This design comes from an exercise in tuning for small area, a short achievable clock period and few clock cycles on the open sky130 flow, not from production work.
The RTL was checked by simulation tests, not by an equivalence proof against the original design.
Power and IR drop assume default switching activity.

<file path="flow/config.mk">
export PLATFORM = sky130hd
export DESIGN_NAME = fex_core
export DESIGN_NICKNAME = fex_core
export VERILOG_FILES = /design/flow/design.v
export SDC_FILE = /design/flow/constraint.sdc
export NUM_CORES = 4
export LEC_CHECK = 0
export CAP_MARGIN = 20
export CORE_MARGIN = 2
export CORE_UTILIZATION = 40
export SLEW_MARGIN = 20
</file>
<file path="flow/constraint.sdc">
create_clock -name core_clock -period 8.0 [get_ports {clk}]
set_input_delay 1.6000 -clock core_clock [delete_from_list [all_inputs] [get_ports {clk}]]
set_output_delay 1.6000 -clock core_clock [all_outputs]
set_load 0.01 [all_outputs]
</file>
<file path="flow/design.v">
`default_nettype none
module fex_core (
    input  wire        clk,
    input  wire        rst,
    output reg         mem_valid,
    output reg         mem_we,
    output wire [15:0] mem_addr,
    output wire [3:0]  mem_bank,
    output reg  [7:0]  mem_wdata,
    input  wire        mem_ready,
    input  wire [7:0]  mem_rdata,
    output wire        in_ready,
    input  wire        in_valid,
    input  wire [7:0]  in_data,
    input  wire        in_end,
    output wire        out_valid,
    output wire [7:0]  out_data,
    output wire        halted,
    output reg  [1:0]  fault,
    input  wire [2:0]  dbg_sel,
    output wire [15:0] dbg_data
);
    localparam [4:0] S_F0   = 5'd0,    
                     S_F1   = 5'd1,    
                     S_F2   = 5'd2,    
                     S_F3   = 5'd3,    
                     S_L1   = 5'd4,    
                     S_L2   = 5'd5,    
                     S_W1   = 5'd6,    
                     S_W2   = 5'd7,    
                     S_S1   = 5'd8,    
                     S_S2   = 5'd9,    
                     S_S3   = 5'd10,   
                     S_S4   = 5'd11,   
                     S_S5   = 5'd12,   
                     S_S6   = 5'd13,   
                     S_MD   = 5'd14,   
                     S_OUT  = 5'd15,   
                     S_IN   = 5'd16,   
                     S_NEXT = 5'd17,   
                     S_HALT = 5'd18;
    localparam [1:0] F_INVALID_REG = 2'd1, F_BANK = 2'd2;
    reg [15:0] ra, rb, rx, ry;
    reg [14:0] sp;
    reg [15:0] ip;            
    reg [3:0]  bank;          
    reg [7:0]  flags;
    reg [4:0]  state;
    reg [5:0]  opi;           
    reg [2:0]  rr;            
    reg [15:0] ad;            
    reg [15:0] bw;            
    reg [15:0] quo;           
    reg [15:0] rem;           
    reg [3:0]  cnt;
    wire [7:0] rd = mem_rdata;
    wire [5:0] mdiff  = {1'b0, rd[4:0]} - {3'd0, rd[7:5]};
    wire [5:0] rd_mod = mdiff[5] ? mdiff + 6'd33 : mdiff;
    wire o_imm  = (opi == 6'd1);
    wire o_mov  = (opi == 6'd2);
    wire o_lda  = (opi == 6'd3);
    wire o_ldb  = (opi == 6'd4);
    wire o_sta  = (opi == 6'd5);
    wire o_stb  = (opi == 6'd6);
    wire o_push = (opi == 6'd7);
    wire o_pop  = (opi == 6'd8);
    wire o_sub  = (opi == 6'd10);
    wire o_mul  = (opi == 6'd11);
    wire o_div  = (opi == 6'd12);
    wire o_and  = (opi == 6'd13);
    wire o_or   = (opi == 6'd14);
    wire o_xor  = (opi == 6'd15);
    wire o_not  = (opi == 6'd16);
    wire o_cmp  = (opi == 6'd17);
    wire o_ja   = (opi >= 6'd18) && (opi <= 6'd23);
    wire o_jr   = (opi >= 6'd24) && (opi <= 6'd29);
    wire o_wra  = (opi == 6'd30);
    wire o_wrr  = (opi == 6'd31);
    wire o_rda  = (opi == 6'd32);
    reg [2:0] len;
    always @(*) begin
        if (state == S_F0 || opi == 6'd0 || (opi >= 6'd9 && opi <= 6'd17))
            len = 3'd1;
        else if (o_imm)
            len = 3'd4;
        else if (o_ja || o_wra || o_rda)
            len = 3'd3;
        else
            len = 3'd2;
    end
    wire has_reg = o_imm | o_lda | o_ldb | o_sta | o_stb | o_push | o_pop | o_jr | o_wrr;
    wire [2:0] jk = o_jr ? (opi[2:0] - 3'd0) : (opi[2:0] - 3'd2);   
    reg  [2:0] jpat;
    always @(*) begin
        case (jk)
            3'd0: jpat = 3'b001;
            3'd1: jpat = 3'b000;
            3'd2: jpat = 3'b010;
            3'd3: jpat = 3'b100;
            3'd4: jpat = 3'b011;
            default: jpat = 3'b101;
        endcase
    end
    wire jtaken = (flags[2:0] == jpat);
    wire st_f1 = (state == S_F1);
    wire [2:0] rsel = (state == S_HALT) ? dbg_sel :
                      st_f1 ? (o_mov ? rd[5:3] : rd[2:0]) : rr;
    reg [15:0] rf;
    always @(*) begin
        case (rsel)
            3'd0: rf = ra;
            3'd1: rf = rb;
            3'd2: rf = rx;
            3'd3: rf = ry;
            3'd4: rf = {1'b0, sp};
            3'd5: rf = ip;
            3'd6: rf = {12'd0, bank};
            default: rf = {8'd0, flags};
        endcase
    end
    assign dbg_data = rf;
    wire [15:0] nsum  = ip + {13'd0, len};
    wire [15:0] nip   = {ip[15] & nsum[15], nsum[14:0]};
    wire        stkad = (state == S_S1) || (state == S_S3) || (state == S_S5) ||
                        (((state == S_L1) || (state == S_W1)) && (o_push || o_pop));
    wire [15:0] isum  = ad + 16'd1;
    wire [15:0] adinc = {isum[15] & ~stkad, isum[14:0]};
    wire [14:0] sp_m2 = sp - 15'd2;
    wire [15:0] tgt   = {rd, bw[7:0]};
    wire st_md = (state == S_MD);
    wire st_s4 = (state == S_S4);
    wire [15:0] ax = st_md ? {rem[14:0], o_div & quo[15]} :
                     st_s4 ? {rd, quo[7:0]} : quo;
    wire        asub = st_md ? o_div : (st_s4 | o_sub);
    wire [15:0] ay = st_md ? (o_div ? ~bw : (quo[15] ? bw : 16'd0)) :
                     (asub ? ~bw : bw);
    wire [16:0] asum = {1'b0, ax} + {1'b0, ay} + {16'd0, asub};
    wire        div_ge = rem[15] | asum[16];
    reg [15:0] res;
    always @(*) begin
        if (o_mul)      res = rem;
        else if (o_div) res = quo;
        else if (o_and) res = quo & bw;
        else if (o_or)  res = quo | bw;
        else if (o_xor) res = quo ^ bw;
        else if (o_not) res = ~bw;
        else            res = asum[15:0];
    end
    always @(*) begin
        mem_valid = 1'b0;
        mem_we    = 1'b0;
        mem_wdata = rf[7:0];
        case (state)
            S_F0, S_F1, S_F2, S_F3, S_L1, S_L2, S_S1, S_S2, S_S3, S_S4, S_OUT:
                mem_valid = 1'b1;
            S_W1: begin mem_valid = ~ad[15]; mem_we = 1'b1; mem_wdata = rf[7:0]; end
            S_W2: begin mem_valid = ~ad[15]; mem_we = 1'b1; mem_wdata = rf[15:8]; end
            S_S5: begin mem_valid = 1'b1; mem_we = 1'b1; mem_wdata = res[7:0]; end
            S_S6: begin mem_valid = 1'b1; mem_we = 1'b1; mem_wdata = res[15:8]; end
            S_IN: begin
                mem_valid = in_valid & ~ad[15]; mem_we = 1'b1;
                mem_wdata = in_end ? 8'd0 : in_data;
            end
            default: ;
        endcase
    end
    assign mem_addr  = ad;
    assign mem_bank  = bank;
    assign in_ready  = (state == S_IN) & (ad[15] | mem_ready);
    assign out_valid = (state == S_OUT) & mem_ready;
    assign out_data  = rd;
    assign halted    = (state == S_HALT);
    wire st_f3   = (state == S_F3);
    wire st_l1   = (state == S_L1);
    wire st_l2   = (state == S_L2);
    wire st_mov  = st_f1 & o_mov;
    wire [2:0]  wsel  = st_mov ? rd[2:0] : rr;
    wire [15:0] wv    = st_mov ? rf : {rd, st_f3 ? bw[7:0] : rd};
    wire        bad_bank = (wsel == 3'd6) && (wv[7:4] != 4'd0);
    wire        wgo   = mem_ready & ~bad_bank;
    wire        we_lo = wgo & (st_f3 | st_mov | st_l1);
    wire        we_hi = wgo & (st_f3 | st_mov | st_l2);
    wire [7:0]  wlo   = {8{we_lo}} & {(wsel == 3'd7), (wsel == 3'd6), (wsel == 3'd5), (wsel == 3'd4),
                                      (wsel == 3'd3), (wsel == 3'd2), (wsel == 3'd1), (wsel == 3'd0)};
    wire [5:0]  whi   = {6{we_hi}} & {(wsel == 3'd5), (wsel == 3'd4),
                                      (wsel == 3'd3), (wsel == 3'd2), (wsel == 3'd1), (wsel == 3'd0)};
    always @(posedge clk) begin
        if (rst) begin
            ra <= 16'd0; rb <= 16'd0; rx <= 16'd0; ry <= 16'd0;
            bank <= 4'd0;
        end else begin
            if (wlo[0]) ra[7:0]  <= wv[7:0];
            if (whi[0]) ra[15:8] <= wv[15:8];
            if (wlo[1]) rb[7:0]  <= wv[7:0];
            if (whi[1]) rb[15:8] <= wv[15:8];
            if (wlo[2]) rx[7:0]  <= wv[7:0];
            if (whi[2]) rx[15:8] <= wv[15:8];
            if (wlo[3]) ry[7:0]  <= wv[7:0];
            if (whi[3]) ry[15:8] <= wv[15:8];
            if (wlo[6]) bank <= wv[3:0];
        end
    end
    wire bad_reg = has_reg & (rd[7:3] != 5'd0);
    reg [4:0]  nstate;
    reg [2:0]  ad_src;        
    reg        ip_nip, ip_rf, ip_tgt;
    reg        sp_dec;
    reg [1:0]  nfault;
    always @(*) begin
        nstate = state;
        ad_src = 3'd0;
        ip_nip = 1'b0; ip_rf = 1'b0; ip_tgt = 1'b0;
        sp_dec = 1'b0;
        nfault = 2'd0;
        case (state)
            S_F0: if (mem_ready) begin
                if (rd_mod == 6'd0) begin
                    ad_src = 3'd2; ip_nip = 1'b1;
                end else if (rd_mod >= 6'd9 && rd_mod <= 6'd17) begin
                    ad_src = 3'd4; sp_dec = (rd_mod != 6'd16); nstate = S_S1;
                end else begin
                    ad_src = 3'd1; nstate = S_F1;
                end
            end
            S_F1: if (mem_ready) begin
                if (bad_reg) begin
                    nfault = F_INVALID_REG; nstate = S_HALT;
                end else if (o_mov) begin
                    if (bad_bank) begin nfault = F_BANK; nstate = S_HALT; end
                    else if (wsel == 3'd5) nstate = S_NEXT;
                    else begin ad_src = 3'd2; ip_nip = 1'b1; nstate = S_F0; end
                end else if (o_lda | o_ldb) begin
                    ad_src = 3'd5; nstate = S_L1;
                end else if (o_pop) begin
                    ad_src = 3'd3; nstate = S_L1;
                end else if (o_sta | o_stb) begin
                    ad_src = 3'd5; nstate = S_W1;
                end else if (o_push) begin
                    ad_src = 3'd3; nstate = S_W1;
                end else if (o_wrr) begin
                    ad_src = 3'd5; nstate = S_OUT;
                end else if (o_jr) begin
                    if (jtaken) begin ad_src = 3'd5; ip_rf = 1'b1; end
                    else begin ad_src = 3'd2; ip_nip = 1'b1; end
                    nstate = S_F0;
                end else begin
                    ad_src = 3'd1; nstate = S_F2;
                end
            end
            S_F2: if (mem_ready) begin
                if (o_imm) begin
                    ad_src = 3'd1; nstate = S_F3;
                end else if (o_wra) begin
                    ad_src = 3'd6; nstate = S_OUT;
                end else if (o_rda) begin
                    ad_src = 3'd6; nstate = S_IN;
                end else begin
                    if (jtaken) begin ad_src = 3'd6; ip_tgt = 1'b1; end
                    else begin ad_src = 3'd2; ip_nip = 1'b1; end
                    nstate = S_F0;
                end
            end
            S_F3: if (mem_ready) begin
                if (bad_bank) begin nfault = F_BANK; nstate = S_HALT; end
                else if (wsel == 3'd5) nstate = S_NEXT;
                else begin ad_src = 3'd2; ip_nip = 1'b1; nstate = S_F0; end
            end
            S_L1: if (mem_ready) begin
                if (bad_bank) begin nfault = F_BANK; nstate = S_HALT; end
                else if (rr[2:1] == 2'b11) begin
                    ad_src = 3'd2; ip_nip = 1'b1; nstate = S_F0;
                end else begin
                    ad_src = 3'd1; nstate = S_L2;
                end
            end
            S_L2: if (mem_ready) begin
                if (rr == 3'd5) nstate = S_NEXT;
                else begin ad_src = 3'd2; ip_nip = 1'b1; nstate = S_F0; end
            end
            S_W1: if (mem_ready || ad[15]) begin
                ad_src = 3'd1; nstate = S_W2;
            end
            S_W2: if (mem_ready || ad[15]) begin
                ad_src = 3'd2; ip_nip = 1'b1; nstate = S_F0;
            end
            S_S1: if (mem_ready) begin
                ad_src = 3'd1; nstate = S_S2;
            end
            S_S2: if (mem_ready) begin
                ad_src = 3'd4; sp_dec = o_cmp;
                nstate = o_not ? S_S5 : S_S3;
            end
            S_S3: if (mem_ready) begin
                ad_src = 3'd1; nstate = S_S4;
            end
            S_S4: if (mem_ready) begin
                if (o_cmp) begin
                    ad_src = 3'd2; ip_nip = 1'b1; nstate = S_F0;
                end else begin
                    ad_src = 3'd4;
                    nstate = (o_mul | o_div) ? S_MD : S_S5;
                end
            end
            S_MD: if (cnt == 4'd15) nstate = S_S5;
            S_S5: if (mem_ready) begin
                ad_src = 3'd1; nstate = S_S6;
            end
            S_S6: if (mem_ready) begin
                ad_src = 3'd2; ip_nip = 1'b1; nstate = S_F0;
            end
            S_OUT: if (mem_ready) begin
                if (rd == 8'd0) begin ad_src = 3'd2; ip_nip = 1'b1; nstate = S_F0; end
                else ad_src = 3'd1;
            end
            S_IN: if (in_valid && (mem_ready || ad[15])) begin
                if (in_end) begin ad_src = 3'd2; ip_nip = 1'b1; nstate = S_F0; end
                else ad_src = 3'd1;
            end
            S_NEXT: begin
                ad_src = 3'd2; ip_nip = 1'b1; nstate = S_F0;
            end
            default: nstate = S_HALT;
        endcase
    end
    reg [15:0] ad_n;
    always @(*) begin
        case (ad_src)
            3'd1: ad_n = adinc;
            3'd2: ad_n = nip;
            3'd3: ad_n = {1'b0, sp};
            3'd4: ad_n = {1'b0, sp_m2};
            3'd5: ad_n = rf;
            3'd6: ad_n = tgt;
            default: ad_n = ad;
        endcase
    end
    always @(posedge clk) begin
        if (rst) begin
            state <= S_F0;
            ad    <= 16'h8000;
            ip    <= 16'h8000;
            sp    <= 15'd0;
            flags <= 8'd0;
            fault <= 2'd0;
        end else begin
            state <= nstate;
            ad    <= ad_n;
            if (nfault != 2'd0) fault <= nfault;
            if (ip_nip)      ip <= nip;
            else if (ip_rf)  ip <= rf;
            else if (ip_tgt) ip <= tgt;
            else begin
                if (wlo[5]) ip[7:0]  <= wv[7:0];
                if (whi[5]) ip[15:8] <= wv[15:8];
            end
            if (sp_dec) sp <= sp_m2;
            else begin
                if (wlo[4]) sp[7:0]  <= wv[7:0];
                if (whi[4]) sp[14:8] <= wv[14:8];
            end
            if (state == S_S4 && mem_ready && o_cmp) begin
                if (asum[15:0] == 16'd0) flags[2:0] <= 3'b001;
                else if (asum[16])       flags[2:0] <= 3'b010;
                else                     flags[2:0] <= 3'b100;
            end else if (wlo[7])
                flags <= wv[7:0];
        end
    end
    always @(posedge clk) begin
        if (state == S_F0 && mem_ready) opi <= rd_mod;
        if (st_f1 && mem_ready) begin
            rr <= (o_lda | o_sta) ? 3'd0 : (o_ldb | o_stb) ? 3'd1 : rd[2:0];
        end
        if (mem_ready && (st_f1 || (state == S_F2) || (state == S_S1)))
            bw[7:0] <= rd;
        if (mem_ready && (state == S_S2))
            bw[15:8] <= rd;
        if (st_md) begin
            rem <= (o_mul | div_ge) ? asum[15:0] : ax;
            quo <= {quo[14:0], o_div & div_ge};
            cnt <= cnt + 4'd1;
        end else begin
            if (mem_ready && (state == S_S3)) quo[7:0] <= rd;
            if (mem_ready && st_s4) quo[15:8] <= rd;
            if (st_s4) begin
                rem <= 16'd0;
                cnt <= 4'd0;
            end
        end
    end
endmodule
`default_nettype wire
</file>
<file path="flow/run.sh">
#!/bin/bash
# synth_recipe.tcl (not shown) runs the flow's synth.tcl, then flattens the netlist and writes it again
# the make line also repeats each setting of config.mk as NAME=value (left out here)
make -C /OpenROAD-flow-scripts/flow DESIGN_CONFIG=/design/flow/config.mk WORK_HOME=/design/flow/orfs CLKGATE_MAP_FILE= SYNTH_SCRIPT=/design/flow/synth_recipe.tcl finish
</file>
==> results of run 1 <==
[cell type report]
cell class / count / area, um2 / share of cell area [%]
repair buffers: 158 / 1400 / 8.01
inverters: 81 / 304 / 1.74
multi-input cells: 1631 / 10100 / 57.7
clock buffers: 18 / 429 / 2.46
clock inverters: 14 / 184 / 1.05
flip-flops and latches: 191 / 4430 / 25.4
well taps: 511 / 639 / 3.67
[logic make-up (layout without fill, tap and decap cells)]
| group | after synthesis | in the layout |
|---|---|---|
| xor+xnor | 36 | 36 |
| fa+ha+maj | 62 | 62 |
| mux | 99 | 99 |
| flops | 191 | 191 |
| buf+inv | 213 | 271 |
| compound gates | 617 | 617 |
| simple gates | 817 | 817 |
[power by group through the flow]
stage	registers, mW	logic (mW)	clock network, mW
final	1.22	2.09	0.932
after global routing	1.23	2.22	0.978
after CTS	1.21	2.03	0.944
after detailed placement	1.23	2.02	0
after global placement	1.23	2.02	0
after floorplan	1.18	1.24	0
[state kept, by name, summed over array words and instances (netlist names)]
name,count
rr,3
ip,16
ra,16
rb,16
ry,16
flags,8
cnt,4
sp,15
fault,2
quo,16
rx,16
bw,16
state,5
rem,16
ad,16
bank,4
opi,6
[worst max path at each step]
stage | from | end | cells after the start | slack, ps
floorplan | opi[4] | mem_wdata[2] | 24 | 1280
global placement | mem_rdata[0] | mem_wdata[6] | 18 | 650
detailed placement | opi[5] | mem_wdata[2] | 23 | 560
CTS | opi[5] | mem_wdata[2] | 23 | 40
global route | state[4] | mem_wdata[3] | 24 | 40
finish | opi[5] | mem_wdata[2] | 23 | 370
[cell usage after synthesis, types with 9 or more instances]
library cell,count
a211oi_1,28
a21o_1,16
a21oi_1,160
a221oi_1,16
a22oi_1,17
a31oi_1,29
and2_1,10
and3_1,19
buf_1,9
buf_2,18
buf_4,11
clkbuf_1,93
dfxtp_1,130
edfxtp_1,61
ha_1,58
inv_1,80
mux2i_1,89
nand2_1,271
nand2b_1,13
nand3_1,55
nand4_1,14
nor2_1,266
nor2b_1,21
nor3_1,57
nor4_1,16
o211ai_1,18
o21a_1,9
o21ai_0,167
o221ai_1,14
o22ai_1,12
o32ai_1,14
or3_1,15
xnor2_1,23
xor2_1,13
[cells in the final DEF (no fill, tap or decap), types with 9 or more instances in the layout]
cell             netlist  layout
a21o_1                16      16
clkbuf_16              0      17
o21a_1                 9       9
a221oi_1              16      16
nor2_1               266     262
xnor2_1               23      23
clkdlybuf4s50_1        0      81
nor4_1                16      16
inv_1                 80      80
and3_1                19      19
a31oi_1               29      29
o211ai_1              18      18
edfxtp_1              61      61
nor2b_1               21      21
nor3_1                57      54
buf_4                 11      76
o22ai_1               12      12
nand3_1               55      55
mux2i_1               89      89
o221ai_1              14      14
and2_1                10      10
o21ai_0              167     165
dfxtp_1              130     130
nand2_1              271     271
o21ai_1                8      10
xor2_1                13      13
nand4_1               14      14
nand2b_1              13      13
a21oi_1              160     160
ha_1                  58      58
o32ai_1               14      14
or3_1                 15      15
a22oi_1               17      17
a211oi_1              28      28
[metal layers]
layer / GRT usage [%] / wire length (um) / vias up
li1: - / - / 7504
met1: 49.0 / 29700 / 7858
met2: 48.2 / 28000 / 972
met3: 7.44 / 7060 / 145
met4: 17.9 / 3570 / 0
met5: 0 / 0 / -
[worst max-delay path, stage by stage (launching register included)]
cell and delay (ps):
edfxtp_1 380, or2_2 380, o311ai_1 350, o21ai_1 210, inv_1 120, a21oi_1 70, a21oi_1 250, fa_1 230
inv_1 60, fa_1 410, a21o_1 170, a21oi_1 260, o21a_1 210, nor2_1 90, a31o_2 280, a21oi_1 170
xor2_1 90, buf_4 150, mux2_2 260, o211ai_1 150, a21oi_1 100, a2111oi_2 420, o22a_1 210, clkdlybuf4s50_1 550
[through the flow]
stage / std cells / total power [mW] / area [um2] / utilization [%] / hold slack, ps
after floorplan: 2035 / 2.42 / 15300 / - / 437
after global placement: 2571 / 3.26 / 16800 / 44.6 / 443
after detailed placement: 2572 / 3.26 / 16800 / 44.6 / 451
after CTS: 2604 / 4.18 / 17400 / 46.3 / 462
after global routing: 2604 / 4.42 / 17400 / 46.3 / 490
final: 2604 / 4.24 / 17400 / 46.3 / 463
[repair_timing]
action                     in CTS  in global routing
gates resized for setup         0                  4
hold buffers                    0                  0
setup endpoints to repair       0                  2
==> qor.csv, run 1 <==
stage,metric,value,unit
run_status,status,no timing/DRC/antenna violations,
power_and_ir_drop,p_switching,1.97,mW
timing,maxSlewHeadroom,22.2,%
timing,final.setup.worst_slack,368,ps
timing,finalClockSkew,14.0,ps
global_routing,antenna_found_initial,4,
power_and_ir_drop,p_sw_share,46.4,%
floorplan,die_y,200,um
timing,tns,0,ps
final_layout,diodes,0,
min_path,worst_hold_path_type,reg -> reg,
timing,hold_violations,0,
timing,slew_viol_final,0,
floorplan,initial_core_util,40.7,%
power_and_ir_drop,sequentialPowerShare,28.8,%
timing,fmaxAchievable,0.131,GHz
power_and_ir_drop,clkPwrFrac,22.0,%
setup_path,r2r_slack,2090,ps
final_layout,drive_gt1_share,8.41,%
logic_synthesis,synthAdderAreaFrac,5.26,%
clock_tree,clock-root-buffer,clkbuf_16,
floorplan,pin_count,83,
floorplan,core_area,0.0377,mm2
setup_path,critical_path_class,reg -> out,
logic_synthesis,ys_ff_latch,191,
global_routing,gr-total-overflow,0,
floorplan,dieArea,0.0399,mm2
setup_path,crit_fanout,8,
route,firstDrtPassIters,6,
setup_path,critPathLaunchType,flop,
logic_synthesis,synth.distinct_cells,106,
logic_synthesis,synth_seq_area_share,28.9,%
route,vias,16500,
setup_path,crit_arrival,6030,ps
logic_synthesis,synth_area_per_cell,7.53,um2
placement,hpwlAfterDp,51.1,mm
route,routed_wl,68.4,mm
floorplan,rows,71,
final_layout,syn_to_final_growth,13.8,%
setup_path,cp-end-kind,primary output,
setup_path,reg2reg_depth,13,
placement,place_congestion,1.01,
logic_synthesis,synth_top_area_cell,dfxtp_1,
logic_synthesis,synthArstFlopShare,0,%
route,drc,0,
logic_synthesis,synth_xor_area_share,2.06,%
floorplan,die_w,200,um
timing,worst_pin_slew,1160,ps
global_routing,grt_usage,34.4,%
power_and_ir_drop,leakage,6.72,nW
timing,setup_viol,0,
clock_tree,cts.sinks,191,
logic_synthesis,synth_simple_gate_area_share,25.0,%
logic_synthesis,ys_warn_count,1,
placement,port_buffers,82,
logic_synthesis,synth_compound_area_share,26.4,%
route,vias_per_cell,6.33,
clock_tree,clkTransAtPathRegs,90,ps
setup_path,worstPathRequired,6400,ps
placement,pre_cts_slack,565,ps
clock_tree,ctsLongestPathBuffers,2,
logic_synthesis,syn_nets,2121,
timing,period_share,95.4,%
power_and_ir_drop,peakVddDrop,0.000176,V
power_and_ir_drop,intPower,2.27,mW
min_path,worstHoldStart,flags[3],
global_routing,grt_max_degree,101,
global_routing,grt_pass1_wl,99.9,mm
logic_synthesis,muxShareOfSynthArea,6.72,%
power_and_ir_drop,power.density,243,mW/mm2
min_path,min_path_cells,2,
route,antenna_left,0,
clock_tree,clock_latency,470,ps
final_layout,fin_nets,2166,
final_layout,num-fill-cells,3890,
setup_path,reg2reg_from,state[3],
logic_synthesis,synth_enable_flop_cells,61,
logic_synthesis,synth_top_family_by_area,compound AO/OA/AOI/OAI gates,
route,wire_per_inst,26.3,um
global_routing,grt_pass1_vias,15000,
timing,grt_setup_unrepaired,false,
clock_tree,tritoncts,done,
min_path,min_to,flags[3],
logic_synthesis,ys.flop_type,dfxtp_1,
setup_path,reg2reg_to,ad[9],
logic_synthesis,synth_area_leaders,"dfxtp_1 (17%), edfxtp_1 (12%), nand2_1 (6.6%)",
logic_synthesis,syn_area,0.0153,mm2
power_and_ir_drop,p_comb_share,49.2,%
clock_tree,cts_buffers,17,
job,maxCapViolations,0,
timing,fin_crit,7630,ps
logic_synthesis,syn_inst,2035,
clock_tree,postCtsSetupRepairBufs,0,
logic_synthesis,yosysTopAreaCellShare,17.0,%
route,drtIter0Drc,2157,
clock_tree,cts_max_level,4,
Testbench counts, summed over its fixed seeds: cycles 151,979.
==> run 2: changes to the inputs <==
--- a/flow/design.v
+++ b/flow/design.v
@@ -53,9 +53,45 @@
     reg [15:0] quo;           
     reg [15:0] rem;           
     reg [3:0]  cnt;
+    reg [7:0]  wd;            
+    reg        c_sub, c_mul, c_div;   
     wire [7:0] rd = mem_rdata;
     wire [5:0] mdiff  = {1'b0, rd[4:0]} - {3'd0, rd[7:5]};
     wire [5:0] rd_mod = mdiff[5] ? mdiff + 6'd33 : mdiff;
+    reg f0_nop, f0_stk, f0_not, f0_sub, f0_mul, f0_div;
+    always @(*) begin
+        case (rd)
+            8'd0, 8'd33, 8'd66, 8'd99, 8'd132, 8'd165, 8'd198, 8'd231: f0_nop = 1'b1;
+            default: f0_nop = 1'b0;
+        endcase
+        case (rd)
+            8'd10, 8'd12, 8'd17, 8'd43, 8'd45, 8'd50, 8'd76, 8'd78, 8'd83, 8'd109, 8'd111, 8'd116, 8'd142, 8'd144, 8'd149, 8'd175, 8'd177, 8'd182, 8'd208, 8'd210, 8'd215, 8'd241, 8'd243, 8'd248: f0_sub = 1'b1;
+            default: f0_sub = 1'b0;
+        endcase
+        case (rd)
+            8'd11, 8'd44, 8'd77, 8'd110, 8'd143, 8'd176, 8'd209, 8'd242: f0_mul = 1'b1;
+            default: f0_mul = 1'b0;
+        endcase
+        case (rd)
+            8'd12, 8'd45, 8'd78, 8'd111, 8'd144, 8'd177, 8'd210, 8'd243: f0_div = 1'b1;
+            default: f0_div = 1'b0;
+        endcase
+        case (rd)
+            8'd16, 8'd49, 8'd82, 8'd115, 8'd148, 8'd181, 8'd214, 8'd247: f0_not = 1'b1;
+            default: f0_not = 1'b0;
+        endcase
+        case (rd)
+            8'd9, 8'd10, 8'd11, 8'd12, 8'd13, 8'd14, 8'd15, 8'd16, 8'd17,
+            8'd42, 8'd43, 8'd44, 8'd45, 8'd46, 8'd47, 8'd48, 8'd49, 8'd50,
+            8'd75, 8'd76, 8'd77, 8'd78, 8'd79, 8'd80, 8'd81, 8'd82, 8'd83,
+            8'd108, 8'd109, 8'd110, 8'd111, 8'd112, 8'd113, 8'd114, 8'd115, 8'd116,
+            8'd141, 8'd142, 8'd143, 8'd144, 8'd145, 8'd146, 8'd147, 8'd148, 8'd149,
+            8'd174, 8'd175, 8'd176, 8'd177, 8'd178, 8'd179, 8'd180, 8'd181, 8'd182,
+            8'd207, 8'd208, 8'd209, 8'd210, 8'd211, 8'd212, 8'd213, 8'd214, 8'd215,
+            8'd240, 8'd241, 8'd242, 8'd243, 8'd244, 8'd245, 8'd246, 8'd247, 8'd248: f0_stk = 1'b1;
+            default: f0_stk = 1'b0;
+        endcase
+    end
     wire o_imm  = (opi == 6'd1);
     wire o_mov  = (opi == 6'd2);
     wire o_lda  = (opi == 6'd3);
@@ -103,8 +139,7 @@
     end
     wire jtaken = (flags[2:0] == jpat);
     wire st_f1 = (state == S_F1);
-    wire [2:0] rsel = (state == S_HALT) ? dbg_sel :
-                      st_f1 ? (o_mov ? rd[5:3] : rd[2:0]) : rr;
+    wire [2:0] rsel = st_f1 ? (o_mov ? rd[5:3] : rd[2:0]) : rr;
     reg [15:0] rf;
     always @(*) begin
         case (rsel)
@@ -118,7 +153,20 @@
             default: rf = {8'd0, flags};
         endcase
     end
-    assign dbg_data = rf;
+    reg [15:0] dbg_r;
+    always @(*) begin
+        case (dbg_sel)
+            3'd0: dbg_r = ra;
+            3'd1: dbg_r = rb;
+            3'd2: dbg_r = rx;
+            3'd3: dbg_r = ry;
+            3'd4: dbg_r = {1'b0, sp};
+            3'd5: dbg_r = ip;
+            3'd6: dbg_r = {12'd0, bank};
+            default: dbg_r = {8'd0, flags};
+        endcase
+    end
+    assign dbg_data = dbg_r;
     wire [15:0] nsum  = ip + {13'd0, len};
     wire [15:0] nip   = {ip[15] & nsum[15], nsum[14:0]};
     wire        stkad = (state == S_S1) || (state == S_S3) || (state == S_S5) ||
@@ -129,13 +177,15 @@
     wire [15:0] tgt   = {rd, bw[7:0]};
     wire st_md = (state == S_MD);
     wire st_s4 = (state == S_S4);
-    wire [15:0] ax = st_md ? {rem[14:0], o_div & quo[15]} :
-                     st_s4 ? {rd, quo[7:0]} : quo;
-    wire        asub = st_md ? o_div : (st_s4 | o_sub);
-    wire [15:0] ay = st_md ? (o_div ? ~bw : (quo[15] ? bw : 16'd0)) :
-                     (asub ? ~bw : bw);
+    wire [15:0] ax = st_md ? {rem[14:0], c_div & quo[15]} : quo;
+    wire        asub = c_sub;
+    wire [15:0] ay = (c_mul & st_md) ? (quo[15] ? bw : 16'd0) : (c_sub ? ~bw : bw);
     wire [16:0] asum = {1'b0, ax} + {1'b0, ay} + {16'd0, asub};
     wire        div_ge = rem[15] | asum[16];
+    wire lo_eq  = (quo[7:0] == bw[7:0]);
+    wire lo_gt  = (quo[7:0] > bw[7:0]);
+    wire cmp_eq = (rd == bw[15:8]) & lo_eq;
+    wire cmp_gt = (rd > bw[15:8]) | ((rd == bw[15:8]) & lo_gt);
     reg [15:0] res;
     always @(*) begin
         if (o_mul)      res = rem;
@@ -149,14 +199,12 @@
     always @(*) begin
         mem_valid = 1'b0;
         mem_we    = 1'b0;
-        mem_wdata = rf[7:0];
+        mem_wdata = wd;
         case (state)
             S_F0, S_F1, S_F2, S_F3, S_L1, S_L2, S_S1, S_S2, S_S3, S_S4, S_OUT:
                 mem_valid = 1'b1;
-            S_W1: begin mem_valid = ~ad[15]; mem_we = 1'b1; mem_wdata = rf[7:0]; end
-            S_W2: begin mem_valid = ~ad[15]; mem_we = 1'b1; mem_wdata = rf[15:8]; end
-            S_S5: begin mem_valid = 1'b1; mem_we = 1'b1; mem_wdata = res[7:0]; end
-            S_S6: begin mem_valid = 1'b1; mem_we = 1'b1; mem_wdata = res[15:8]; end
+            S_W1, S_W2: begin mem_valid = ~ad[15]; mem_we = 1'b1; end
+            S_S5, S_S6: begin mem_valid = 1'b1; mem_we = 1'b1; end
             S_IN: begin
                 mem_valid = in_valid & ~ad[15]; mem_we = 1'b1;
                 mem_wdata = in_end ? 8'd0 : in_data;
@@ -176,11 +224,13 @@
     wire st_mov  = st_f1 & o_mov;
     wire [2:0]  wsel  = st_mov ? rd[2:0] : rr;
     wire [15:0] wv    = st_mov ? rf : {rd, st_f3 ? bw[7:0] : rd};
-    wire        bad_bank = (wsel == 3'd6) && (wv[7:4] != 4'd0);
-    wire        wgo   = mem_ready & ~bad_bank;
-    wire        we_lo = wgo & (st_f3 | st_mov | st_l1);
-    wire        we_hi = wgo & (st_f3 | st_mov | st_l2);
-    wire [7:0]  wlo   = {8{we_lo}} & {(wsel == 3'd7), (wsel == 3'd6), (wsel == 3'd5), (wsel == 3'd4),
+    wire [7:0]  nz = {(flags[7:4] != 4'd0), 1'b0, (ip[7:4] != 4'd0), (sp[7:4] != 4'd0),
+                      (ry[7:4] != 4'd0), (rx[7:4] != 4'd0), (rb[7:4] != 4'd0), (ra[7:4] != 4'd0)};
+    wire        hi_nib = st_mov ? nz[rd[5:3]] : ((st_f3 ? bw[7:4] : rd[7:4]) != 4'd0);
+    wire        bad_bank = (wsel == 3'd6) && hi_nib;
+    wire        we_lo = mem_ready & (st_f3 | st_mov | st_l1);
+    wire        we_hi = mem_ready & (st_f3 | st_mov | st_l2);
+    wire [7:0]  wlo   = {8{we_lo}} & {(wsel == 3'd7), (wsel == 3'd6) & ~hi_nib, (wsel == 3'd5), (wsel == 3'd4),
                                       (wsel == 3'd3), (wsel == 3'd2), (wsel == 3'd1), (wsel == 3'd0)};
     wire [5:0]  whi   = {6{we_hi}} & {(wsel == 3'd5), (wsel == 3'd4),
                                       (wsel == 3'd3), (wsel == 3'd2), (wsel == 3'd1), (wsel == 3'd0)};
@@ -214,10 +264,10 @@
         nfault = 2'd0;
         case (state)
             S_F0: if (mem_ready) begin
-                if (rd_mod == 6'd0) begin
+                if (f0_nop) begin
                     ad_src = 3'd2; ip_nip = 1'b1;
-                end else if (rd_mod >= 6'd9 && rd_mod <= 6'd17) begin
-                    ad_src = 3'd4; sp_dec = (rd_mod != 6'd16); nstate = S_S1;
+                end else if (f0_stk) begin
+                    ad_src = 3'd4; sp_dec = ~f0_not; nstate = S_S1;
                 end else begin
                     ad_src = 3'd1; nstate = S_F1;
                 end
@@ -359,15 +409,32 @@
                 if (whi[4]) sp[14:8] <= wv[14:8];
             end
             if (state == S_S4 && mem_ready && o_cmp) begin
-                if (asum[15:0] == 16'd0) flags[2:0] <= 3'b001;
-                else if (asum[16])       flags[2:0] <= 3'b010;
-                else                     flags[2:0] <= 3'b100;
+                if (cmp_eq)      flags[2:0] <= 3'b001;
+                else if (cmp_gt) flags[2:0] <= 3'b010;
+                else             flags[2:0] <= 3'b100;
             end else if (wlo[7])
                 flags <= wv[7:0];
         end
     end
     always @(posedge clk) begin
-        if (state == S_F0 && mem_ready) opi <= rd_mod;
+        if (st_f1)
+            wd <= o_sta ? ra[7:0] : o_stb ? rb[7:0] : rf[7:0];
+        else if (state == S_W1 && (mem_ready || ad[15]))
+            wd <= rf[15:8];
+        else if (state == S_S2)
+            wd <= ~bw[7:0];                        
+        else if (st_s4)
+            wd <= res[7:0];
+        else if (state == S_S5 && mem_ready)
+            wd <= res[15:8];
+        else if (st_md)
+            wd <= c_div ? {quo[6:0], div_ge} : asum[7:0];
+        if (state == S_F0 && mem_ready) begin
+            opi   <= rd_mod;
+            c_sub <= f0_sub;
+            c_mul <= f0_mul;
+            c_div <= f0_div;
+        end
         if (st_f1 && mem_ready) begin
             rr <= (o_lda | o_sta) ? 3'd0 : (o_ldb | o_stb) ? 3'd1 : rd[2:0];
         end
@@ -376,8 +443,8 @@
         if (mem_ready && (state == S_S2))
             bw[15:8] <= rd;
         if (st_md) begin
-            rem <= (o_mul | div_ge) ? asum[15:0] : ax;
-            quo <= {quo[14:0], o_div & div_ge};
+            rem <= (c_mul | div_ge) ? asum[15:0] : ax;
+            quo <= {quo[14:0], c_div & div_ge};
             cnt <= cnt + 4'd1;
         end else begin
             if (mem_ready && (state == S_S3)) quo[7:0] <= rd;
--- a/flow/config.mk
+++ b/flow/config.mk
@@ -5,6 +5,7 @@
 export SDC_FILE = /design/flow/constraint.sdc
 export NUM_CORES = 4
 export LEC_CHECK = 0
+export ABC_AREA = 1
 export CAP_MARGIN = 20
 export CORE_MARGIN = 2
 export CORE_UTILIZATION = 40
==> qor.csv, run 2 <==
stage,metric,value,unit,change
clock_tree,clock_latency,600,ps,+130 ps
floorplan,core_area,0.0434,mm2,+15%
logic_synthesis,synth.distinct_cells,70,,-34%
min_path,worst_hold_path_type,reg -> reg,,
logic_synthesis,yosysTopAreaCellShare,14.7,%,-2.2 points
timing,final.setup.worst_slack,1490,ps,+1120 ps
clock_tree,ctsLongestPathBuffers,3,,+1
power_and_ir_drop,leakage,8.75,nW,+30%
timing,grt_setup_unrepaired,false,,
timing,period_share,81.3,%,-14 points
final_layout,layout_common_cells,"nand2_1 (665), inv_1 (387), nor2_1 (286), o21ai_0 (267), a21oi_1 (217)",,
power_and_ir_drop,p_switching,2.60,mW,+32%
logic_synthesis,synth_area_leaders,"dfxtp_1 (15%), nand2_1 (14%), edfxtp_1 (12%)",,
clock_tree,cts_hold_buf,0,,unchanged
logic_synthesis,synthArstFlopShare,0,%,unchanged
power_and_ir_drop,power.density,272,mW/mm2,+12%
setup_path,critical_path_class,in -> out,,
route,firstDrtPassIters,6,,unchanged
logic_synthesis,yosysMostFrequentCell,nand2_1,,
placement,port_buffers,82,,unchanged
job,maxCapViolations,0,,unchanged
power_and_ir_drop,sequentialPowerShare,27.0,%,-1.8 points
timing,hold_violations,0,,unchanged
logic_synthesis,synth_enable_flop_cells,72,,+18%
power_and_ir_drop,clkPwrFrac,23.5,%,+1.5 points
logic_synthesis,synth_area_per_cell,6.33,um2,-16%
timing,slew_viol_final,0,,unchanged
placement,place_congestion,1.02,,+1.2%
timing,fin_crit,6510,ps,-1120 ps
final_layout,final_cells,3422,,+31%
clock_tree,cts.sinks,202,,+5.8%
floorplan,die_w,214,um,+7.2%
setup_path,critPathLaunchType,input pin,,
timing,maxSlewHeadroom,17.0,%,-5.2 points
power_and_ir_drop,p_comb_share,49.5,%,+0.3 points
floorplan,die_y,214,um,+7.2%
logic_synthesis,synth_commonest_cells,"nand2_1 (665), inv_1 (387), nor2_1 (286)",,
logic_synthesis,synth_seq_area_share,27.0,%,-1.9 points
final_layout,fin_nets,2918,,+35%
global_routing,grt_pass1_wl,119,mm,+19%
final_layout,multiInputGateArea,0.0108,mm2,+7.6%
placement,hpwlAfterDp,62.6,mm,+23%
logic_synthesis,syn_area,0.0177,mm2,+15%
placement,pre_cts_slack,1680,ps,+1110 ps
setup_path,crit_arrival,4910,ps,-1120 ps
setup_path,r2r_slack,2270,ps,+180 ps
final_layout,num-fill-cells,4729,,+22%
route,antenna_left,0,,unchanged
final_layout,final_area,0.0198,mm2,+13%
route,vias,20100,,+22%
route,drc,0,,unchanged
route,vias_per_cell,5.87,,-7.3%
floorplan,rows,76,,+7.0%
route,wire_per_inst,23.5,um,-10%
placement,post-place-cells,3372,,+31%
setup_path,worstPathRequired,6400,ps,about the same
global_routing,gr-total-overflow,0,,unchanged
clock_tree,post_cts_resized,0,,unchanged
timing,worst_pin_slew,1240,ps,+72.4 ps
logic_synthesis,syn_nets,2891,,+36%
final_layout,drive_gt1_share,5.85,%,-2.6 points
logic_synthesis,ys.flop_type,dfxtp_1,,
logic_synthesis,ys_ff_latch,202,,+5.8%
logic_synthesis,synth_top_area_cell,dfxtp_1,,
global_routing,grt_pass1_vias,18100,,+20%
power_and_ir_drop,peakVddDrop,0.000160,V,-9.1%
power_and_ir_drop,total_power,5.37,mW,+27%
logic_synthesis,syn_inst,2789,,+37%
placement,placed_area,0.0188,mm2,+12%
floorplan,initial_core_util,40.7,%,about the same
final_layout,syn_to_final_growth,12.0,%,
run_status,status,no timing/DRC/antenna violations,,
clock_tree,cts_max_level,1,,-3
floorplan,pin_count,83,,unchanged
timing,finalClockSkew,28.1,ps,+14.1 ps
global_routing,grt_max_degree,75,,-26%
setup_path,cp-end-kind,primary output,,
logic_synthesis,ys_warn_count,1,,unchanged
final_layout,layout_commonest_cell,nand2_1,,
timing,tns,0,ps,unchanged
power_and_ir_drop,intPower,2.77,mW,+22%
global_routing,grt_usage,33.7,%,-0.67 points
timing,setup_viol,0,,unchanged
timing,fmaxAchievable,0.154,GHz,+17%
global_routing,antenna_found_initial,3,,-1
clock_tree,clkTransAtPathRegs,60,ps,-30 ps
floorplan,dieArea,0.0458,mm2,+15%
final_layout,ff_latch_area,0.00476,mm2,+7.4%
route,routed_wl,80.5,mm,+18%
clock_tree,postCtsSetupRepairBufs,0,,unchanged
route,drtIter0Drc,2380,,+10%
clock_tree,tritoncts,done,,
power_and_ir_drop,p_sw_share,48.4,%,+2.0 points
setup_path,crit_fanout,9,,+1
clock_tree,clock-root-buffer,clkbuf_16,,
clock_tree,cts_buffers,26,,+9
[run 2: final timing paths]
check             start      endpoint  depth (start not counted)
min reg2reg    fault[0]      fault[0]                          2
max          dbg_sel[0]  dbg_data[15]                          8
min            fault[0]      fault[0]                          2
max reg2reg    state[0]       rem[13]                         24
[run 2: power by group through the flow]
stage	logic (mW)	clock network (mW)	registers (mW)
global route	2.88	1.31	1.46
CTS	2.58	1.27	1.43
detailed placement	2.56	0	1.45
global placement	2.56	0	1.46
finish	2.66	1.26	1.45
floorplan	1.72	0	1.35
[run 2: layout make-up]
cell class,count,area share [%]
Antenna cell,1,0.0127
Clock buffer,32,3.61
Clock inverter,16,0.975
Inverter,415,7.91
Multi-Input combinational cell,2067,54.7
Sequential cell,202,24.1
Tap cell,585,3.70
Timing Repair Buffer,104,4.96
[run 2: cell families after synthesis]
family          after synthesis  share of synthesized area (%)
compound gates              714                           23.3
xor+xnor                     46                           2.28
fa+ha+maj                    78                           5.70
buf+inv                     520                           11.8
flops                       202                           27.0
mux                           6                          0.347
simple gates               1223                           29.7
[run 2: stage by stage]
stage	utilization (%)	hold slack, ps
floorplan	-	469
global placement	43.5	458
detailed placement	43.5	469
CTS	45.6	479
global route	45.6	499
finish	45.6	471
[run 2: worst max-delay path, stage by stage]
cell and delay [ps]:
clkdlybuf4s50_1 520, inv_1 100, nor3_1 950, clkinv_1 620, o22ai_1 310, a21oi_1 70, o221ai_1 120, clkdlybuf4s50_1 600
[run 2: routing by layer]
layer,track usage [%],vias up,share of wire (%)
met4,12.1,4,3.9
met5,0,-,0.029
met3,6.24,173,10
li1,-,9309,-
met1,48.4,9440,43
met2,50.2,1146,42
Testbench counts of run 2, summed over its fixed seeds: cycles 151,979.
==> run 3: changes to the inputs <==
--- a/flow/config.mk
+++ b/flow/config.mk
@@ -5,8 +5,8 @@
 export SDC_FILE = /design/flow/constraint.sdc
 export NUM_CORES = 4
 export LEC_CHECK = 0
-export ABC_AREA = 1
 export CAP_MARGIN = 20
 export CORE_MARGIN = 2
 export CORE_UTILIZATION = 40
+export SETUP_SLACK_MARGIN = 4.2
 export SLEW_MARGIN = 20
==> qor.csv, run 3 <==
stage,metric,value,unit,change
power_and_ir_drop,total_power,5.27,mW,-1.8%
timing,fmaxAchievable,0.229,GHz,+49%
global_routing,grt_max_degree,66,,-12%
clock_tree,clock-root-buffer,clkbuf_16,,
setup_path,crit_fanout,6,,-3
logic_synthesis,synth_area_leaders,"dfxtp_1 (15%), edfxtp_1 (12%), nor2_1 (6.6%)",,
floorplan,rows,76,,unchanged
power_and_ir_drop,p_sw_share,42.3,%,-6.2 points
logic_synthesis,synth.distinct_cells,87,,+24%
final_layout,fin_nets,2672,,-8.4%
logic_synthesis,synthAdderAreaFrac,5.80,%,+0.099 points
global_routing,grt_usage,38.0,%,+4.4 points
setup_path,cp-end-kind,primary output,,
floorplan,die_w,213,um,-0.36%
placement,port_buffers,82,,unchanged
job,maxCapViolations,0,,unchanged
timing,tns,0,ps,unchanged
setup_path,worstPathRequired,6400,ps,about the same
route,wire_per_inst,28.5,um,+21%
setup_path,critical_path_class,in -> out,,
clock_tree,cts.sinks,202,,unchanged
placement,hpwlAfterDp,62.4,mm,-0.36%
power_and_ir_drop,power.density,215,mW/mm2,-21%
timing,grt_setup_unrepaired,true,,
setup_path,critPathLaunchType,input pin,,
route,routed_wl,90.6,mm,+13%
power_and_ir_drop,p_switching,2.23,mW,-14%
clock_tree,cts_max_level,1,,unchanged
route,drc,0,,unchanged
run_status,status,no timing/DRC/antenna violations,,
logic_synthesis,ys_ff_latch,202,,unchanged
floorplan,dieArea,0.0455,mm2,-0.72%
global_routing,gr-total-overflow,0,,unchanged
logic_synthesis,syn_inst,2352,,-16%
logic_synthesis,ys_warn_count,1,,unchanged
min_path,worst_hold_path_type,reg -> reg,,
placement,place_congestion,1.03,,+1.7%
clock_tree,cts_buffers,27,,+3.8%
logic_synthesis,synth_compound_area_share,26.4,%,+3.2 points
clock_tree,tritoncts,done,,
clock_tree,ctsLongestPathBuffers,3,,unchanged
route,firstDrtPassIters,6,,unchanged
final_layout,layout_common_cells,"nor2_1 (278), nand2_1 (228), buf_4 (182), o21ai_0 (150), a21oi_1 (135)",,
final_layout,num-fill-cells,3937,,-17%
logic_synthesis,synth_xor_area_share,2.85,%,+0.57 points
route,vias,21200,,+5.4%
timing,setup_viol,0,,unchanged
timing,slew_viol_final,0,,unchanged
final_layout,diodes,0,,-1
logic_synthesis,synth_simple_gate_area_share,23.9,%,-5.8 points
logic_synthesis,yosysMostFrequentCell,nor2_1,,
final_layout,final_cells,3175,,-7.2%
power_and_ir_drop,intPower,3.05,mW,+10%
timing,final.setup.worst_slack,3640,ps,+2150 ps
logic_synthesis,synthArstFlopShare,0,%,unchanged
global_routing,grt_pass1_wl,129,mm,+8.5%
timing,hold_violations,0,,unchanged
logic_synthesis,syn_area,0.0175,mm2,-0.74%
power_and_ir_drop,peakVddDrop,0.000169,V,+5.6%
logic_synthesis,ys.flop_type,dfxtp_1,,
setup_path,cp_top_family,compound AO/OA/AOI/OAI gates,,
timing,period_share,54.5,%,-27 points
setup_path,critPathBufInv,2,,-2
placement,pre_cts_slack,1900,ps,+219 ps
power_and_ir_drop,sequentialPowerShare,25.1,%,-1.9 points
logic_synthesis,synth_top_family_by_area,compound AO/OA/AOI/OAI gates,,
final_layout,layout_commonest_cell,nor2_1,,
route,antenna_left,0,,unchanged
global_routing,grt_pass1_vias,19400,,+7.2%
placement,post-place-cells,2897,,-14%
logic_synthesis,muxShareOfSynthArea,8.13,%,+7.8 points
floorplan,core_area,0.0432,mm2,-0.44%
floorplan,pin_count,83,,unchanged
setup_path,critPathSlowestCell,mux2_4,,
placement,placed_area,0.0193,mm2,+2.7%
clock_tree,clock_latency,570,ps,-30 ps
power_and_ir_drop,clkPwrFrac,24.8,%,+1.3 points
floorplan,initial_core_util,40.6,%,-0.12 points
clock_tree,clkTransAtPathRegs,50,ps,about the same
setup_path,cpPeakStageDelay,310,ps,-640 ps
setup_path,crit_arrival,2760,ps,-2150 ps
route,drtIter0Drc,2883,,+21%
logic_synthesis,yosysTopAreaCellShare,14.9,%,+0.11 points
timing,maxSlewHeadroom,17.3,%,+0.28 points
logic_synthesis,synth_commonest_cells,"nor2_1 (309), nand2_1 (258), o21ai_0 (201)",,
logic_synthesis,synth_seq_area_share,27.2,%,+0.20 points
timing,finalClockSkew,14.5,ps,-13.6 ps
setup_path,path_cells,"buf_16, mux2_4, a221oi_2, a31oi_1, a221oi_1, a21oi_1, buf_2",,
global_routing,antenna_found_initial,3,,unchanged
final_layout,syn_to_final_growth,39.9,%,
final_layout,drive_gt1_share,28.6,%,+23 points
route,vias_per_cell,6.67,,+14%
logic_synthesis,synth_enable_flop_cells,72,,unchanged
logic_synthesis,synth_top_area_cell,dfxtp_1,,
logic_synthesis,syn_nets,2454,,-15%
floorplan,die_y,213,um,-0.36%
logic_synthesis,synth_area_per_cell,7.45,um2,+18%
power_and_ir_drop,leakage,9.38,nW,+7.2%
timing,fin_crit,4360,ps,-2150 ps
timing,worst_pin_slew,1240,ps,+0.675 ps
final_layout,final_area,0.0245,mm2,+24%
power_and_ir_drop,p_comb_share,50.1,%,+0.6 points
run 3: cell types whose count changed in the layout (fill, tap and decap cells not counted), moves of 82 or more:
| cell | before | now |
|---|---|---|
| o21ai_0 | 267 | 150 |
| buf_4 | 22 | 182 |
| a21oi_1 | 217 | 135 |
| inv_1 | 387 | 65 |
| nand2_1 | 665 | 228 |
| mux2i_1 | 5 | 91 |
run 3: final cells by class:
class	count	area, um2	area share (%)
Tap cell	585	732	2.99
Sequential cell	202	4780	19.5
Inverter	73	310	1.27
Timing Repair Buffer	362	3770	15.4
Clock inverter	12	150	0.613
Multi-Input combinational cell	1904	14000	57.0
Clock buffer	37	795	3.24
run 3: metal layers:
layer | GRT usage [%] | wire, um
met3 | 8.94 | 11100
met5 | 1.22 | 86
met1 | 51.2 | 35300
met2 | 56.9 | 38300
met4 | 18.4 | 5720
run 3: worst reg2reg max path: stages (launching register included):
cell and delay [ps]:
dfxtp_4 340, or2_4 270, nor2_4 110, buf_12 140
a21oi_4 60, o21bai_4 190, buf_6 150, nor2_4 70
a21oi_2 40, fa_2 390, fa_2 370, nor2b_2 130
o21a_1 160, o21ai_2 80, a211oi_2 330, buf_4 160
o21a_1 160, o31a_1 240, o21ai_4 130, buf_6 160
nand2_8 100, mux2i_1 80, and2_1 150
run 3: final timing paths:
check	from	to	slack, ps	depth (start not counted)
setup / recovery	dbg_sel[0]	dbg_data[3]	3640	7
hold / removal	fault[1]	fault[1]	460	2
setup reg to reg	state[0]	rem[15]	3710	22
hold reg to reg	fault[1]	fault[1]	460	2
run 3: cell families after synthesis:
logic type / after synthesis
muxes: 132
adders and majority gates: 79
DFF: 202
and+or+nand+nor: 905
AOI/OAI and AO/OA: 726
buffers and inverters: 251
xor gates and xnor gates: 57
run 3: through the flow:
step | hold WS [ps] | util, %
2_1_floorplan | 450 | -
3_3_place_gp | 452 | 44.8
3_5_place_dp | 453 | 44.8
4_1_cts | 461 | 53.3
5_1_grt | 480 | 56.8
6_report | 459 | 56.8
run 3: repair_timing:
action	in CTS	in global routing
pin swaps	100	98
hold buffers	0	0
cloned	15	5
resized for setup	521	196
setup endpoints to repair	197	151
setup buffers	144	65
run 3: power groups by stage:
stage	Clock [mW]	Combinational, mW	Sequential (mW)
CTS	1.31	2.26	1.30
detailed placement	0	1.80	1.34
floorplan	0	1.26	1.25
finish	1.31	2.64	1.32
global route	1.35	2.76	1.33
global placement	0	1.80	1.34
==> run 4: changes to the inputs <==
--- a/flow/config.mk
+++ b/flow/config.mk
@@ -8,5 +8,4 @@
 export CAP_MARGIN = 20
 export CORE_MARGIN = 2
 export CORE_UTILIZATION = 40
-export SETUP_SLACK_MARGIN = 4.2
 export SLEW_MARGIN = 20
==> qor.csv, run 4 <==
stage,metric,value,unit,change
power_and_ir_drop,power.density,221,mW/mm2,+2.7%
setup_path,cpPeakStageDelay,980,ps,+670 ps
route,drc,0,,unchanged
clock_tree,post_cts_resized,0,,-100%
logic_synthesis,synth_area_per_cell,7.45,um2,unchanged
setup_path,cp-end-kind,primary output,,
global_routing,grt_pass1_wl,114,mm,-11%
setup_path,reg2reg_to,rem[15],,
clock_tree,cts_hold_buf,0,,unchanged
job,maxCapViolations,0,,unchanged
floorplan,pin_count,83,,unchanged
floorplan,die_w,213,um,unchanged
floorplan,core_area,0.0432,mm2,unchanged
logic_synthesis,synth_seq_area_share,27.2,%,unchanged
timing,fin_crit,6420,ps,+2050 ps
route,vias_per_cell,6.52,,-2.1%
timing,final.setup.worst_slack,1580,ps,-2050 ps
global_routing,grt_usage,33.4,%,-4.6 points
clock_tree,cts_buffers,27,,unchanged
route,firstDrtPassIters,7,,+1
setup_path,crit_fanout,23,,+17
setup_path,r2r_slack,2180,ps,-1530 ps
final_layout,diodes,0,,unchanged
setup_path,startpoint,dbg_sel[2],,
logic_synthesis,ys.flop_type,dfxtp_1,,
floorplan,die_y,213,um,unchanged
global_routing,gr-total-overflow,0,,unchanged
timing,hold_violations,0,,unchanged
setup_path,worstSetupEndpoint,dbg_data[7],,
clock_tree,clkTransAtPathRegs,60,ps,about the same
global_routing,grt_pass1_vias,17300,,-11%
logic_synthesis,syn_inst,2352,,unchanged
placement,pre_cts_slack,1690,ps,-212 ps
clock_tree,clock-root-buffer,clkbuf_16,,
final_layout,syn_to_final_growth,13.1,%,
timing,hold_ws,459,ps,+0.517 ps
placement,place_congestion,1.04,,+0.34%
timing,tns,0,ps,unchanged
logic_synthesis,yosysTopAreaCellShare,14.9,%,unchanged
logic_synthesis,synth_commonest_cells,"nor2_1 (309), nand2_1 (258), o21ai_0 (201)",,
timing,finalClockSkew,14.1,ps,-0.342 ps
logic_synthesis,ys_warn_count,1,,unchanged
clock_tree,cts.sinks,202,,unchanged
setup_path,critPathLaunchType,input pin,,
logic_synthesis,syn_area,0.0175,mm2,unchanged
global_routing,grt_max_degree,101,,+53%
setup_path,reg2reg_depth,20,,-9.1%
route,drtIter0Drc,2881,,-0.069%
setup_path,critical_path_class,in -> out,,
floorplan,rows,76,,unchanged
setup_path,reg2reg_from,state[2],,
timing,grt_setup_unrepaired,false,,
clock_tree,ctsLongestPathBuffers,3,,unchanged
min_path,worst_hold_path_type,reg -> reg,,
power_and_ir_drop,leakage,7.42,nW,-21%
logic_synthesis,ys_ff_latch,202,,unchanged
logic_synthesis,synth.distinct_cells,87,,unchanged
placement,hpwlAfterDp,58.2,mm,-6.8%
route,vias,19300,,-8.9%
timing,maxSlewHeadroom,14.3,%,-3.0 points
logic_synthesis,synth_enable_flop_cells,72,,unchanged
timing,fmaxAchievable,0.156,GHz,-32%
route,antenna_left,0,,unchanged
route,wire_per_inst,26.2,um,-8.0%
logic_synthesis,synthArstFlopShare,0,%,unchanged
setup_path,path_cells,"clkdlybuf4s50_1, clkinv_1, nor2_1, nand2_1, o21ai_0, o21ai_0, a21oi_1, clkdlybuf4s50_1",,
floorplan,initial_core_util,40.6,%,unchanged
timing,slew_viol_final,0,,unchanged
final_layout,final_util,45.9,%,-11 points
timing,worst_pin_slew,1250,ps,+13.4 ps
final_layout,layout_commonest_cell,nor2_1,,
clock_tree,cts_max_level,1,,unchanged
logic_synthesis,synth_top_area_cell,dfxtp_1,,
setup_path,worstPathRequired,6400,ps,about the same
clock_tree,clock_latency,590,ps,+20 ps
route,routed_wl,77.5,mm,-14%
placement,port_buffers,82,,unchanged
logic_synthesis,syn_nets,2454,,unchanged
setup_path,critPathSlowestCell,clkdlybuf4s50_1,,
setup_path,crit_arrival,4820,ps,+2060 ps
final_layout,drive_gt1_share,7.34,%,-21 points
logic_synthesis,synth_area_leaders,"dfxtp_1 (15%), edfxtp_1 (12%), nor2_1 (6.6%)",,
floorplan,dieArea,0.0455,mm2,unchanged
power_and_ir_drop,peakVddDrop,0.000175,V,+3.8%
final_layout,layout_common_cells,"nor2_1 (308), nand2_1 (258), o21ai_0 (197), a21oi_1 (184), dfxtp_1 (130)",,
timing,period_share,80.2,%,+26 points
run_status,status,no timing/DRC/antenna violations,,
timing,setup_viol,0,,unchanged
logic_synthesis,yosysMostFrequentCell,nor2_1,,
clock_tree,tritoncts,done,,
global_routing,antenna_found_initial,1,,-2
final_layout,fin_nets,2450,,-8.3%
clock_tree,postCtsSetupRepairBufs,0,,-100%
==> run 4: cell count changes in the layout (fill, tap and decap cells not counted), sizes merged, moves of 2 or more <==
cell           previous run  this run
bufinv                    3         1
clkdlybuf4s50            24        80
dlygate4sd2              13         0
clkdlybuf4s15             3         0
buf                     310        65
bufbuf                    7         0
==> run 4: cell families after synthesis <==
family                     after synthesis  share of synthesized area [%]
muxes                                  132                           8.13
buffers and inverters                  251                           5.68
DFF                                    202                           27.2
adders and majority gates               79                           5.80
and+or+nand+nor                        905                           23.9
AOI/OAI and AO/OA                      726                           26.4
xor gates and xnor gates                57                           2.85
==> run 4: how the worst min path moves through the flow <==
stage,startpoint,to,slack (ps),cells past startpoint
after floorplan,ry[2],ry[2],450,2
after global placement,fault[0],fault[0],450,2
after detailed placement,fault[1],fault[1],450,2
after CTS,fault[1],fault[1],460,2
after global routing,fault[1],fault[1],490,2
final,fault[1],fault[1],460,2
==> run 4: power breakdown <==
part           leakage [nW]  switching, mW  internal (mW)
clock network         0.454          0.513          0.749
logic                  5.29           1.16          0.628
registers              1.67          0.180           1.16
total                  7.42           1.85           2.53
==> run 4: per-stage QoR <==
stage	total power, mW	instances	instance area, um2
2_1_floorplan	2.40	2352	17500
3_3_place_gp	3.04	2902	18800
3_5_place_dp	3.05	2902	18900
4_1_cts	4.32	2952	19800
5_1_grt	4.55	2954	19800
6_report	4.38	2954	19800
==> run 4: per-layer routing <==
metal	routed length, um	track usage, %	up-vias
met4	3250	11.9	0
met3	9370	7.37	217
met1	33600	49.6	9103
met2	31300	47.0	1319
li1	-	-	8632
met5	0	0	-
==> run 4: layout make-up <==
| cell class | instances | area, um2 |
|---|---|---|
| Fill cell | 4432 | 23300 |
| Multi-Input combinational cell | 1899 | 11800 |
| Sequential cell | 202 | 4760 |
| Timing Repair Buffer | 145 | 1310 |
| Clock buffer | 41 | 827 |
| Tap cell | 585 | 732 |
| Inverter | 73 | 274 |
| Clock inverter | 9 | 101 |
==> run 4: worst max-delay path, delay by kind of cell <==
family	cells	cell delay [ps]
AO/OA/AOI/OAI	3	640
buffers and inverters	3	2080
AND/OR/NAND/NOR	2	490
==> run 5: changes to the inputs <==
--- a/flow/config.mk
+++ b/flow/config.mk
@@ -8,4 +8,5 @@
 export CAP_MARGIN = 20
 export CORE_MARGIN = 2
 export CORE_UTILIZATION = 40
+export SETUP_SLACK_MARGIN = 3.5
 export SLEW_MARGIN = 20
==> qor.csv, run 5 <==
stage,metric,value,unit,change
run_status,status,no timing/DRC/antenna violations,,
clock_tree,cts_hold_buf,0,,unchanged
power_and_ir_drop,leakage,8.03,nW,+8.3%
clock_tree,cts_buffers,27,,unchanged
floorplan,die_w,213,um,unchanged
logic_synthesis,synth_seq_area_share,27.2,%,unchanged
global_routing,grt_pass1_wl,122,mm,+6.9%
final_layout,final_area,0.0211,mm2,+6.3%
floorplan,die_y,213,um,unchanged
final_layout,drive_gt1_share,12.8,%,+5.5 points
power_and_ir_drop,power.density,219,mW/mm2,-1.1%
floorplan,pin_count,83,,unchanged
timing,grt_setup_unrepaired,true,,
logic_synthesis,ys_warn_count,1,,unchanged
power_and_ir_drop,intPower,2.61,mW,+3.0%
final_layout,syn_to_final_growth,20.2,%,
final_layout,fin_nets,2498,,+2.0%
logic_synthesis,muxShareOfSynthArea,8.13,%,unchanged
logic_synthesis,synth.distinct_cells,87,,unchanged
clock_tree,tritoncts,done,,
route,vias_per_cell,6.64,,+1.8%
route,wire_per_inst,28.0,um,+6.5%
final_layout,layout_commonest_cell,nor2_1,,
timing,fmaxAchievable,0.221,GHz,+42%
floorplan,rows,76,,unchanged
logic_synthesis,synthArstFlopShare,0,%,unchanged
logic_synthesis,synth_xor_area_share,2.85,%,unchanged
power_and_ir_drop,clkPwrFrac,27.4,%,-1.4 points
logic_synthesis,synth_area_per_cell,7.45,um2,unchanged
route,firstDrtPassIters,7,,unchanged
placement,place_congestion,1.02,,-1.3%
timing,fin_crit,4530,ps,-1890 ps
logic_synthesis,ys_ff_latch,202,,unchanged
global_routing,antenna_found_initial,0,,-1
placement,port_buffers,82,,unchanged
setup_path,crit_arrival,2930,ps,-1890 ps
setup_path,worstPathRequired,6400,ps,about the same
clock_tree,clock-root-buffer,clkbuf_16,,
min_path,worst_hold_path_type,reg -> reg,,
route,drtIter0Drc,3000,,+4.1%
setup_path,cp-end-kind,primary output,,
timing,maxSlewHeadroom,19.6,%,+5.3 points
logic_synthesis,syn_inst,2352,,unchanged
job,maxCapViolations,0,,unchanged
route,drc,0,,unchanged
power_and_ir_drop,p_sw_share,43.3,%,+1.2 points
floorplan,initial_core_util,40.6,%,unchanged
timing,hold_ws,457,ps,-2.44 ps
final_layout,num-fill-cells,4303,,-2.9%
setup_path,critical_path_class,in -> out,,
timing,period_share,56.6,%,-24 points
timing,tns,0,ps,unchanged
global_routing,grt_usage,36.0,%,+2.6 points
timing,hold_violations,0,,unchanged
route,antenna_left,0,,unchanged
global_routing,grt_pass1_vias,18100,,+4.7%
final_layout,layout_common_cells,"nor2_1 (301), nand2_1 (257), o21ai_0 (188), a21oi_1 (179), dfxtp_1 (125)",,
logic_synthesis,synth_simple_gate_area_share,23.9,%,unchanged
route,routed_wl,83.9,mm,+8.3%
clock_tree,clkTransAtPathRegs,60,ps,about the same
logic_synthesis,synth_top_area_cell,dfxtp_1,,
clock_tree,ctsLongestPathBuffers,3,,unchanged
logic_synthesis,synthAdderAreaFrac,5.80,%,unchanged
final_layout,diodes,0,,unchanged
logic_synthesis,yosysTopAreaCellShare,14.9,%,unchanged
clock_tree,cts_max_level,1,,unchanged
logic_synthesis,ys.flop_type,dfxtp_1,,
logic_synthesis,yosysMostFrequentCell,nor2_1,,
power_and_ir_drop,sequentialPowerShare,28.9,%,-1.6 points
logic_synthesis,synth_area_leaders,"dfxtp_1 (15%), edfxtp_1 (12%), nor2_1 (6.6%)",,
setup_path,critPathLaunchType,input pin,,
global_routing,grt_max_degree,69,,-32%
timing,slew_viol_final,0,,unchanged
global_routing,gr-total-overflow,0,,unchanged
logic_synthesis,synth_top_family_by_area,compound AO/OA/AOI/OAI gates,,
power_and_ir_drop,p_switching,2.00,mW,+8.0%
clock_tree,cts.sinks,202,,unchanged
placement,hpwlAfterDp,60.8,mm,+4.5%
timing,finalClockSkew,34.5,ps,+20.4 ps
clock_tree,clock_latency,600,ps,about the same
power_and_ir_drop,p_comb_share,43.7,%,+3.0 points
timing,worst_pin_slew,1190,ps,-55.7 ps
logic_synthesis,synth_compound_area_share,26.4,%,unchanged
timing,setup_viol,0,,unchanged
logic_synthesis,syn_nets,2454,,unchanged
logic_synthesis,syn_area,0.0175,mm2,unchanged
setup_path,crit_fanout,9,,-61%
power_and_ir_drop,peakVddDrop,0.000161,V,-8.1%
logic_synthesis,synth_commonest_cells,"nor2_1 (309), nand2_1 (258), o21ai_0 (201)",,
placement,placed_area,0.0188,mm2,-0.17%
route,vias,19900,,+3.5%
floorplan,core_area,0.0432,mm2,unchanged
logic_synthesis,synth_enable_flop_cells,72,,unchanged
floorplan,dieArea,0.0455,mm2,unchanged
run 5: final timing paths:
path,end,slack (ps),from,depth (start not counted)
max,dbg_data[7],3470,dbg_sel[2],9
min,fault[1],460,fault[1],2
max reg2reg,ad[13],3540,opi[1],11
min reg2reg,fault[1],460,fault[1],2
run 5: per-stage QoR:
step	power (mW)	utilization (%)	std cells	setup WS, ps
after global placement	3.08	43.6	2896	1950
after floorplan	2.40	-	2352	3520
after CTS	4.45	47.7	2974	3480
after global routing	4.75	48.8	3002	3410
final	4.61	48.8	3002	3470
after detailed placement	3.08	43.6	2896	1810
run 5: power by group through the flow:
| stage | Sequential (mW) | Clock [mW] | Combinational, mW |
|---|---|---|---|
| 2_1_floorplan | 1.25 | 0 | 1.15 |
| 3_3_place_gp | 1.33 | 0 | 1.75 |
| 3_5_place_dp | 1.34 | 0 | 1.75 |
| 4_1_cts | 1.32 | 1.26 | 1.87 |
| 5_1_grt | 1.34 | 1.30 | 2.12 |
| 6_report | 1.33 | 1.26 | 2.01 |
run 5: metal layers:
metal  GRT usage, %  wire, um  up-vias
met5              0        67        -
met4           12.4      3490        2
met3           9.28     11200      208
met2           50.3     33800     1435
met1           52.9     35400     9559
li1               -         -     8734
run 5: kinds of logic after synthesis:
kind of cell,Yosys count
multiplexers,132
AND/OR/NAND/NOR,905
AO/OA/AOI/OAI,726
adder cells (fa/ha/maj),79
buffers and inverters,251
flip-flops,202
XOR/XNOR,57
run 5: critical path: stages:
cell and delay [ps]:
clkbuf_4 160, buf_12 150, clkinv_8 80, nor2_4 140
nand2_1 90, o21ai_2 240, o21ai_0 120, a21oi_1 180
buf_2 170
run 5: area by class of cell:
type,instances,area (um2),share of cell area (%)
clock inverters,10,92.6,0.439
multi-input cells,1901,12400,58.7
clock buffers,40,801,3.80
well taps,585,732,3.47
flip-flops and latches,202,4770,22.7
repair buffers,191,2020,9.57
inverters,73,295,1.40
run 5: what timing repair did:
item                                    in CTS  in global routing
pin swaps                                   15                 11
setup buffers                               20                 22
resized for setup                          190                 51
endpoints found under the setup margin     171                 78
cloned                                       8                  5

[what the ideal ports hide]
The results above use ideal ports. As a check the final layouts listed here were re-extracted and re-timed, cells and wires unchanged. Step 1: set_driving_cell puts a clkbuf_16 on clk and a buf_2 on each other input, an assumption about the parent block. Step 2, shift: input delay + t, output delay - t, t = (earliest + latest rising clock arrival at the registers) / 2. This alone moves slack from input paths to output paths. Three values: no drivers, after step 1, after step 2; two values: the first two.
run | t (ns) | setup slack, ns | latest minus earliest clock arrival (ns) | worst register clock-pin slew, ns
run 1 | 0.524 | 0.368 / 0.312 / 0.495 | 0.014 / 0.014 | 0.09 / 0.09
run 2 | 0.647 | 1.493 / 1.465 / 1.465 | 0.029 / 0.029 | 0.07 / 0.07
run 3 | 0.623 | 3.638 / 3.456 / 3.368 | 0.015 / 0.015 | 0.07 / 0.07
run 4 | 0.647 | 1.584 / 1.559 / 1.559 | 0.015 / 0.016 | 0.07 / 0.07
run 5 | 0.649 | 3.474 / 3.445 / 2.994 | 0.036 / 0.036 | 0.07 / 0.07
After both steps setup and hold are still met in every run listed. For run 5, which loses most, drivers alone change the setup slack by -0.029 ns; drivers and shift together by -0.480 ns.
